This design comes from an exercise in tuning for small area, a short achievable clock period and few clock cycles per item on the open sky130 flow, not from production work.
Only simulation tests tie the RTL to the original design; equivalence was not proved.

`design.v`:
```
module fp64_mul (
    input  wire        clk,
    input  wire        rst,
    input  wire        start,
    input  wire [63:0] a,
    input  wire [63:0] b,
    output reg         busy,
    output reg         done,
    output reg  [63:0] y
);
    reg        sgn;
    reg        res_nan, res_inf, res_zero;
    reg [12:0] exp_sum;       
    reg [52:0] ma;            
    reg [105:0] prod;         
    reg [5:0]  cnt;
    reg        rnd;           
    wire        a_sgn = a[63], b_sgn = b[63];
    wire [10:0] a_exp = a[62:52], b_exp = b[62:52];
    wire [51:0] a_frc = a[51:0],  b_frc = b[51:0];
    wire a_nan  = (a_exp == 11'h7ff) && (a_frc != 0);
    wire b_nan  = (b_exp == 11'h7ff) && (b_frc != 0);
    wire a_inf  = (a_exp == 11'h7ff) && (a_frc == 0);
    wire b_inf  = (b_exp == 11'h7ff) && (b_frc == 0);
    wire a_zero = (a_exp == 0) && (a_frc == 0);
    wire b_zero = (b_exp == 0) && (b_frc == 0);
    wire [53:0] psum = {1'b0, prod[105:53]} + (prod[0] ? {1'b0, ma} : 54'd0);
    reg  [6:0]   lz;
    integer      k;
    always @* begin
        lz = 7'd106;
        for (k = 0; k < 106; k = k + 1)
            if (prod[k]) lz = 7'd105 - k[6:0];
    end
    wire [105:0]        pn    = prod << lz;
    wire signed [14:0]  e_n   = $signed({2'b00, exp_sum}) - 15'sd1022 - $signed({8'd0, lz});
    wire signed [14:0]  dsh   = 15'sd1 - e_n;
    wire [7:0]          dsh_c = (e_n >= 1) ? 8'd0 : ((dsh > 15'sd108) ? 8'd108 : dsh[7:0]);
    wire [107:0]        pd    = {pn, 2'b00} >> dsh_c;
    wire                lost  = ({pn, 2'b00} & ~(pd << dsh_c)) != 0;
    wire [52:0]         man   = pd[107:55];
    wire                grd   = pd[54];
    wire                stk   = (pd[53:0] != 0) || lost;
    wire                rup   = grd && (stk || man[0]);
    wire [10:0]         e_fld = (e_n >= 1) ? e_n[10:0] - 11'd1 : 11'd0;
    wire [63:0]         mag   = {1'b0, e_fld, 52'd0} + {11'd0, man} + {63'd0, rup};
    wire                ovf   = (e_n > 15'sd2046);
    always @(posedge clk) begin
        done <= 1'b0;
        if (rst) begin
            busy <= 1'b0;
            rnd  <= 1'b0;
        end else if (start && !busy) begin
            busy     <= 1'b1;
            sgn      <= a_sgn ^ b_sgn;
            res_nan  <= a_nan || b_nan || (a_inf && b_zero) || (b_inf && a_zero);
            res_inf  <= a_inf || b_inf;
            res_zero <= a_zero || b_zero;
            exp_sum  <= {2'b00, (a_exp == 0) ? 11'd1 : a_exp} + {2'b00, (b_exp == 0) ? 11'd1 : b_exp};
            ma       <= {a_exp != 0, a_frc};
            prod     <= {53'd0, b_exp != 0, b_frc};
            cnt      <= 6'd0;
        end else if (busy && !rnd) begin
            prod <= {psum, prod[52:1]};
            cnt  <= cnt + 6'd1;
            if (cnt == 6'd52) rnd <= 1'b1;
        end else if (rnd) begin
            rnd  <= 1'b0;
            busy <= 1'b0;
            done <= 1'b1;
            if (res_nan)
                y <= 64'h7ff8000000000000;
            else if (res_inf)
                y <= {sgn, 11'h7ff, 52'd0};
            else if (res_zero)
                y <= {sgn, 63'd0};
            else if (ovf)
                y <= {sgn, 11'h7ff, 52'd0};
            else
                y <= {sgn, mag[62:0]};
        end
    end
endmodule
module fp64_add (
    input  wire [63:0] a,
    input  wire [63:0] b,
    input  wire        sub,
    output reg  [63:0] y
);
    wire        a_sgn = a[63];
    wire        b_sgn = b[63] ^ sub;
    wire [10:0] a_exp = a[62:52], b_exp = b[62:52];
    wire [51:0] a_frc = a[51:0],  b_frc = b[51:0];
    wire a_nan = (a_exp == 11'h7ff) && (a_frc != 0);
    wire b_nan = (b_exp == 11'h7ff) && (b_frc != 0);
    wire a_inf = (a_exp == 11'h7ff) && (a_frc == 0);
    wire b_inf = (b_exp == 11'h7ff) && (b_frc == 0);
    wire        swap  = {b_exp, b_frc} > {a_exp, a_frc};
    wire        s_big = swap ? b_sgn : a_sgn;
    wire        s_sml = swap ? a_sgn : b_sgn;
    wire [10:0] e_big_r = swap ? b_exp : a_exp;
    wire [10:0] e_sml_r = swap ? a_exp : b_exp;
    wire [51:0] f_big = swap ? b_frc : a_frc;
    wire [51:0] f_sml = swap ? a_frc : b_frc;
    wire [10:0] e_big = (e_big_r == 0) ? 11'd1 : e_big_r;
    wire [10:0] e_sml = (e_sml_r == 0) ? 11'd1 : e_sml_r;
    wire [52:0] m_big = {e_big_r != 0, f_big};
    wire [52:0] m_sml = {e_sml_r != 0, f_sml};
    wire [10:0] d     = e_big - e_sml;
    wire [6:0]  d_c   = (d > 11'd56) ? 7'd56 : d[6:0];
    wire [55:0] ms_x  = {m_sml, 3'b000};
    wire [55:0] ms_sh = ms_x >> d_c;
    wire        ms_lost = (ms_x & ~(ms_sh << d_c)) != 0;
    wire [55:0] mb_al = {m_big, 3'b000};
    wire [55:0] ms_al = {ms_sh[55:1], ms_sh[0] | ms_lost};
    wire        eff_sub = s_big ^ s_sml;
    wire [56:0] sum = eff_sub ? ({1'b0, mb_al} - {1'b0, ms_al})
                              : ({1'b0, mb_al} + {1'b0, ms_al});
    reg  [5:0]  lz;
    integer     k;
    always @* begin
        lz = 6'd56;
        for (k = 0; k < 56; k = k + 1)
            if (sum[k]) lz = 6'd55 - k[5:0];
    end
    wire [11:0] lsh_max = {1'b0, e_big} - 12'd1;
    wire [5:0]  lsh     = ({6'd0, lz} > lsh_max) ? lsh_max[5:0] : lz;
    wire [55:0] sn_l    = sum[55:0] << lsh;
    wire [55:0] sn      = sum[56] ? {sum[56:2], sum[1] | sum[0]} : sn_l;
    wire [11:0] e_res   = sum[56] ? ({1'b0, e_big} + 12'd1) : ({1'b0, e_big} - {6'd0, lsh});
    wire [52:0] man = sn[55:3];
    wire        rup = sn[2] && (sn[1] || sn[0] || man[0]);
    wire [63:0] mag = {1'b0, e_res[10:0] - 11'd1, 52'd0} + {11'd0, man} + {63'd0, rup};
    always @* begin
        if (a_nan || b_nan || (a_inf && b_inf && (a_sgn != b_sgn)))
            y = 64'h7ff8000000000000;
        else if (a_inf)
            y = {a_sgn, 11'h7ff, 52'd0};
        else if (b_inf)
            y = {b_sgn, 11'h7ff, 52'd0};
        else if (sum == 0)
            y = {eff_sub ? 1'b0 : s_big, 63'd0};
        else if (e_res >= 12'd2047)
            y = {s_big, 11'h7ff, 52'd0};
        else
            y = {s_big, mag[62:0]};
    end
endmodule
module lorenc_ks (
    input  wire        clk,
    input  wire        rst,
    input  wire        load,
    input  wire [63:0] pos0_in,
    input  wire [63:0] pos1_in,
    input  wire [63:0] pos2_in,
    input  wire [5:0]  mix_in,      
    input  wire [5:0]  tap_in,      
    input  wire        in_valid,
    output wire        in_ready,
    input  wire [7:0]  in_byte,
    input  wire        in_dec,
    output reg         out_valid,
    output reg  [7:0]  out_byte,
    output reg  [9:0]  out_digit,
    output reg         out_nx
);
    localparam [63:0] EXT_SCALE = 64'h42D6BCC41E900000;  
    localparam [63:0] C_X0      = 64'hC022000000000000;  
    localparam [63:0] C_Y0      = 64'h4024000000000000;  
    localparam [63:0] C_X1      = 64'h403C000000000000;  
    localparam [63:0] C_Y1      = 64'h4000000000000000;  
    localparam [63:0] C_Z2      = 64'hBFFAAAAAAAAAAAAB;  
    localparam [63:0] DT        = 64'h3F847AE147AE147B;  
    localparam [3:0] R_X = 4'd0, R_Y = 4'd1, R_Z = 4'd2,
                     R_T0 = 4'd3, R_T1 = 4'd4,
                     R_F0 = 4'd5, R_F1 = 4'd6, R_F2 = 4'd7,
                     R_A0 = 4'd8, R_A1 = 4'd9, R_A2 = 4'd10,    
                     K_EXT = 4'd11, K_CX0 = 4'd12, K_CY0 = 4'd13,
                     K_CX1 = 4'd14, K_CY1 = 4'd15;
    localparam [1:0] OP_MUL = 2'd0, OP_ADD = 2'd1, OP_SUB = 2'd2;
    localparam [1:0] S_IDLE = 2'd0, S_RUN = 2'd1, S_WAIT = 2'd2, S_OUT = 2'd3;
    reg [63:0] pos [0:2];
    reg [1:0]  mix [0:2];
    reg [1:0]  tap [0:2];
    reg [63:0] t0, t1, f0, f1, f2;
    reg [7:0]  ext [0:2];
    reg        oor [0:2];
    reg [7:0]  byte_r;
    reg        dec_r;
    reg [1:0]  state;
    reg [4:0]  step;
    assign in_ready = (state == S_IDLE);
    reg [1:0]  op;
    reg [3:0]  src_a, src_b, dst;
    reg        b_cz2, b_dt;
    always @* begin
        op = OP_MUL; src_a = R_X; src_b = R_X; dst = R_T0; b_cz2 = 1'b0; b_dt = 1'b0;
        case (step)
            5'd0:  begin op = OP_MUL; src_a = R_A0; src_b = K_EXT; end
            5'd1:  begin op = OP_MUL; src_a = R_A1; src_b = K_EXT; end
            5'd2:  begin op = OP_MUL; src_a = R_A2; src_b = K_EXT; end
            5'd3:  begin op = OP_MUL; src_a = K_CX0; src_b = R_X;  dst = R_T0; end
            5'd4:  begin op = OP_MUL; src_a = K_CY0; src_b = R_Y;  dst = R_T1; end
            5'd5:  begin op = OP_ADD; src_a = R_T0;  src_b = R_T1; dst = R_F0; end
            5'd6:  begin op = OP_MUL; src_a = K_CX1; src_b = R_X;  dst = R_T0; end
            5'd7:  begin op = OP_MUL; src_a = K_CY1; src_b = R_Y;  dst = R_T1; end
            5'd8:  begin op = OP_SUB; src_a = R_T0;  src_b = R_T1; dst = R_T0; end
            5'd9:  begin op = OP_MUL; src_a = R_X;   src_b = R_Z;  dst = R_T1; end
            5'd10: begin op = OP_SUB; src_a = R_T0;  src_b = R_T1; dst = R_F1; end
            5'd11: begin op = OP_MUL; src_a = R_X;   src_b = R_Y;  dst = R_T0; end
            5'd12: begin op = OP_MUL; src_a = R_Z;   b_cz2 = 1'b1; dst = R_T1; end
            5'd13: begin op = OP_ADD; src_a = R_T0;  src_b = R_T1; dst = R_F2; end
            5'd14: begin op = OP_MUL; src_a = R_F0;  b_dt = 1'b1;  dst = R_F0; end
            5'd15: begin op = OP_MUL; src_a = R_F1;  b_dt = 1'b1;  dst = R_F1; end
            5'd16: begin op = OP_MUL; src_a = R_F2;  b_dt = 1'b1;  dst = R_F2; end
            5'd17: begin op = OP_ADD; src_a = R_X;   src_b = R_F0; dst = R_X;  end
            5'd18: begin op = OP_ADD; src_a = R_Y;   src_b = R_F1; dst = R_Y;  end
            default: begin op = OP_ADD; src_a = R_Z; src_b = R_F2; dst = R_Z;  end
        endcase
    end
    function [63:0] rd;
        input [3:0] sel;
        begin
            case (sel)
                R_X:   rd = pos[0];
                R_Y:   rd = pos[1];
                R_Z:   rd = pos[2];
                R_T0:  rd = t0;
                R_T1:  rd = t1;
                R_F0:  rd = f0;
                R_F1:  rd = f1;
                R_F2:  rd = f2;
                R_A0:  rd = pos[mix[0]];
                R_A1:  rd = pos[mix[1]];
                R_A2:  rd = pos[mix[2]];
                K_EXT: rd = EXT_SCALE;
                K_CX0: rd = C_X0;
                K_CY0: rd = C_Y0;
                K_CX1: rd = C_X1;
                default: rd = C_Y1;
            endcase
        end
    endfunction
    wire [63:0] opa = rd(src_a);
    wire [63:0] opb = b_cz2 ? C_Z2 : (b_dt ? DT : rd(src_b));
    wire        mul_busy, mul_done;
    wire [63:0] mul_y;
    wire        mul_start = (state == S_RUN) && (op == OP_MUL);
    fp64_mul u_mul (
        .clk(clk), .rst(rst), .start(mul_start), .a(opa), .b(opb),
        .busy(mul_busy), .done(mul_done), .y(mul_y)
    );
    wire [63:0] add_y;
    fp64_add u_add (.a(opa), .b(opb), .sub(op == OP_SUB), .y(add_y));
    wire [1:0]  cur_tap  = (step == 5'd0) ? tap[0] : (step == 5'd1) ? tap[1] : tap[2];
    wire        p_sgn = mul_y[63];
    wire [10:0] p_exp = mul_y[62:52];
    wire [52:0] p_man = {1'b1, mul_y[51:0]};
    wire        p_big = (p_exp >= 11'd1086);
    wire        p_oor = p_big && !(p_sgn && (p_exp == 11'd1086) && (mul_y[51:0] == 0));
    wire [63:0] p_mag = (p_exp < 11'd1023) ? 64'd0 :
                        (p_exp >= 11'd1075) ? ({11'd0, p_man} << (p_exp - 11'd1075)) :
                                              ({11'd0, p_man} >> (11'd1075 - p_exp));
    wire [63:0] p_int = p_big ? 64'h8000000000000000 : (p_sgn ? -p_mag : p_mag);
    wire [7:0]  p_byte = p_int[8*cur_tap +: 8];
    wire [9:0]  digit = {2'b00, ext[0]} + {2'b00, ext[1]} + {2'b00, ext[2]};
    function [1:0] mix_next;
        input [1:0] m;
        input [7:0] e;
        reg   [9:0] s;
        begin
            s = ({8'd0, m} + {2'd0, e}) % 10'd3;
            mix_next = s[1:0];
        end
    endfunction
    integer i;
    always @(posedge clk) begin
        out_valid <= 1'b0;
        if (rst) begin
            state <= S_IDLE;
            step  <= 5'd0;
        end else begin
            case (state)
                S_IDLE: begin
                    if (load) begin
                        pos[0] <= pos0_in;
                        pos[1] <= pos1_in;
                        pos[2] <= pos2_in;
                        for (i = 0; i < 3; i = i + 1) begin
                            mix[i] <= mix_in[2*i +: 2];
                            tap[i] <= tap_in[2*i +: 2];
                        end
                    end else if (in_valid) begin
                        byte_r <= in_byte;
                        dec_r  <= in_dec;
                        step   <= 5'd0;
                        state  <= S_RUN;
                    end
                end
                S_RUN: begin
                    if (op == OP_MUL) begin
                        state <= S_WAIT;
                    end else begin
                        case (dst)
                            R_X:  pos[0] <= add_y;
                            R_Y:  pos[1] <= add_y;
                            R_Z:  pos[2] <= add_y;
                            R_T0: t0 <= add_y;
                            R_T1: t1 <= add_y;
                            R_F0: f0 <= add_y;
                            R_F1: f1 <= add_y;
                            default: f2 <= add_y;
                        endcase
                        if (step == 5'd19) state <= S_IDLE;
                        step <= step + 5'd1;
                    end
                end
                S_OUT: begin
                    out_valid <= 1'b1;
                    out_digit <= digit;
                    out_byte  <= dec_r ? (byte_r - digit[7:0]) : (byte_r + digit[7:0]);
                    out_nx    <= oor[0] | oor[1] | oor[2];
                    for (i = 0; i < 3; i = i + 1) begin
                        mix[i] <= mix_next(mix[i], ext[i]);
                        tap[i] <= tap[i] + ext[i][1:0];
                    end
                    state <= S_RUN;
                end
                default: begin  
                    if (mul_done) begin
                        if (step <= 5'd2) begin
                            ext[step[1:0]] <= p_byte;
                            oor[step[1:0]] <= p_oor;
                        end else begin
                            case (dst)
                                R_T0: t0 <= mul_y;
                                R_T1: t1 <= mul_y;
                                R_F0: f0 <= mul_y;
                                R_F1: f1 <= mul_y;
                                default: f2 <= mul_y;
                            endcase
                        end
                        if (step == 5'd2) state <= S_OUT;
                        else state <= S_RUN;
                        step <= step + 5'd1;
                    end
                end
            endcase
        end
    end
endmodule
```
`run.sh`:
```
#!/bin/bash
# synth_recipe.tcl (not shown) runs the flow's synth.tcl, then flattens the netlist and writes it again
# the make line also repeats each setting of config.mk as NAME=value (left out here)
make -C /OpenROAD-flow-scripts/flow DESIGN_CONFIG=/design/flow/config.mk WORK_HOME=/design/flow/orfs CLKGATE_MAP_FILE= SYNTH_SCRIPT=/design/flow/synth_recipe.tcl finish
```
`config.mk`:
```
export PLATFORM = sky130hd
export DESIGN_NAME = lorenc_ks
export DESIGN_NICKNAME = lorenc_ks
export VERILOG_FILES = /design/flow/design.v
export SDC_FILE = /design/flow/constraint.sdc
export NUM_CORES = 8
export LEC_CHECK = 0
export CAP_MARGIN = 20
export CORE_MARGIN = 2
export CORE_UTILIZATION = 25
export SLEW_MARGIN = 20
```
`constraint.sdc`:
```
create_clock -name core_clock -period 30.0 [get_ports {clk}]
set_input_delay 6.0000 -clock core_clock [delete_from_list [all_inputs] [get_ports {clk}]]
set_output_delay 6.0000 -clock core_clock [all_outputs]
set_load 0.01 [all_outputs]
```
==> flow_summary.toml <==
[critical_path]
r2r_setup_slack_ps = 1050
path_class = "flop to flop"
reg2reg_from = "mix[0][1]"
worstSetupEndpointType = "flop"
cp_common_cell = "buf_4"
worstPathRequired_ps = 30420
r2r-end = "t1[60]"
reg2reg_depth = 98
critical_path_arrival_ps = 29370
critPathMaxStageDelay_ps = 1130
crit_fanout = 62
critPathSlowestCell = "nor3_1"
startpoint_type = "flop"

[yosys]
postSynthCellCount = 15900
ys_ff_latch = 850
synth_largest_area_cell = "edfxtp_1"
ys_seq_area_frac = 0.217
ys_top_cells_by_area = "edfxtp_1 (21%), o21ai_0 (5.9%), nor2_1 (5.3%)"
syn_area_um2 = 117000
synth_top_area_frac = 0.212
synth_fp_nets = 16500
ys_async_sr_fraction = 0
synth-edff-count = 824
syn-mean-instance-area_um2 = 7.33
synth.distinct_cells = 144
synth_ff_type = "edfxtp_1"
ys.warnings.count = 6

[timing]
setup_slack_ps = 1050
finalHoldViolCount = 0
setup_tns_ps = 0
whs_ps = 528
final_max_slew_viol_count = 0
worst_pin_slew_ps = 1400
setup_violations = 0
fin_crit_sh = 0.965
skew_ps = 73.3
rsz0062_at_grt = "no"
slew_headroom = 0.0605
post-route-min-period_ps = 28950
fmax_mhz = 34.5

[grt]
antenna_found_initial = 170
grt_start_max_net_pins = 104
gr-total-overflow = 0
grt_pass1_wl_mm = 1190
grt_pass1_vias = 138000
grtUsageTotal = 0.358

[cts]
cts_tree = "yes"
clock_path_buffers = 3
ctsRootBufferMaster = "clkbuf_16"
htreeDepth = 3
clk_latency_ps = 760
numCtsBuffers = 89
hold_buffers = 0
clkSlewWorstSetupHoldPaths_ps = 70
numClockSinks = 850
cts_setup_buffers = 0
post_cts_resized = 0

[die]
die_x_um = 687
die_h_um = 687
die-area_um2 = 471000
ios = 238
fp-row-count = 250
initial_core_util = 0.251
core_um2 = 464000

[detailed_routing]
wl_per_cell_um = 39.5
drc = 0
drt_iter0_drc = 29300
ant_nets = 0
vias_per_cell = 6.81
drt_wl_total_mm = 892
vias = 154000
dr.pass1.iters = 12

[layout]
mostFrequentLayoutCell = "nor2_1"
area_growth_pct = 16.4
fillCellCount = 50600
final_util = 0.292
mostFrequentLayoutCells = "nor2_1 (1619), nand2_1 (1541), o21ai_0 (1355)"
layout-drive-gt1-share = 0.124
nets = 16700

[min_path]
hp-class = "flop to flop"
hold_depth = 1
hold_path_end = "u_mul.y[63]"
holdCritStartpoint = "u_mul.sgn"

[status]
outcome = "no timing/DRC/antenna violations"

[place]
place.port_buffers = 237
dp_hpwl_mm = 676
dp_slack_ps = 2670
place_congestion = 1.10

[run]
maxCapViolCount = 0
-- cell families after synthesis --
group | after synthesis | share of synthesized area
AOI/OAI and AO/OA | 5942 | 0.346
xor gates and xnor gates | 340 | 0.0256
adders and majority gates | 358 | 0.0395
buffers and inverters | 1951 | 0.0652
DFF | 850 | 0.217
muxes | 813 | 0.0793
and+or+nand+nor | 5640 | 0.228
-- cell usage after synthesis, types with 205 or more instances --
master	count
o22ai_1	319
nand3_1	555
nor3_1	582
inv_1	633
a211oi_1	300
mux2i_1	585
o21ai_0	1372
nand4_1	208
edfxtp_1	824
clkbuf_1	983
a21oi_1	1081
nor2_1	1655
xnor2_1	217
a22oi_1	419
ha_1	339
a31oi_1	205
o211ai_1	267
nand2_1	1550
-- metrics by stage --
step,area [um2],cells
after floorplan,117000,15900
after global placement,132000,22200
after detailed placement,132000,22200
after CTS,135000,22400
after global routing,135000,22500
final,136000,22600
-- per-layer routing --
metal	GRT usage	routed length [um]
met5	0.000612	567
met4	0.305	93900
met2	0.507	356000
met3	0.135	124000
met1	0.424	318000
-- critical path, delay by kind of cell, from the launching register on --
family / cells / cell delay [ps]
AO/OA/AOI/OAI: 40 / 12620
XOR/XNOR: 1 / 120
adder cells (fa/ha/maj): 6 / 2640
buffers and inverters: 15 / 3410
flip-flops: 1 / 510
multiplexers: 1 / 120
AND/OR/NAND/NOR: 35 / 8990
-- worst max path at each step --
stage                    from  endpoint  slack [ps]  cells after the start
floorplan            src_b[3]     f0[3]        5860                    122
global placement    mix[0][0]    f2[60]        2510                    105
detailed placement  mix[0][1]    t1[60]        2670                     95
CTS                 mix[0][1]    t1[60]        2490                     96
global route        mix[0][1]    t1[60]         370                    105
finish              mix[0][1]    t1[60]        1050                     98
-- flip-flops by register name, summed over array words and instances, names as in the netlist, 10 cells and up --
signal and flops:
f1 64, u_mul.y 64, f2 64, t1 64, f0 64, t0 64
u_mul.exp_sum 12, pos 192, ext 24, u_mul.prod 106, u_mul.ma 53, out_digit 10
-- area by class of cell --
cell class / instances / area (um2) / share of cell area
repair buffers: 1425 / 11600 / 0.0856
multi-input cells: 13100 / 84900 / 0.627
inverters: 652 / 2460 / 0.0181
flip-flops and latches: 850 / 25300 / 0.186
clock buffers: 103 / 2320 / 0.0171
clock inverters: 64 / 728 / 0.00537
well taps: 6174 / 7720 / 0.0570
diodes: 213 / 533 / 0.00393
Testbench counts, summed over its fixed seeds: cycles 1,128,684, items 1,536.

## port drivers added, routing unchanged
The flow's constraints put no driver on any port. The routed layout listed below was extracted and timed again, unchanged, in two steps.
Step 1, drivers: a clkbuf_16 drives clk and a buf_2 each remaining input, both assumed.
Step 2 also shifts input and output timing later by t, the mid clock arrival at the registers, as if the neighbouring blocks saw the same clock.
Three values: ideal ports, drivers, drivers and shift; two values: the first two.
shift t [ns]: 0.829
setup WS [ns]: 1.047 / 1.047 / 1.047
worst setup path at the end: register to register
clock arrival spread, ns: 0.073 / 0.073
After both steps this run still meets setup and hold. For this run, drivers alone change the setup slack by 0.000 ns; drivers and shift together by 0.000 ns.
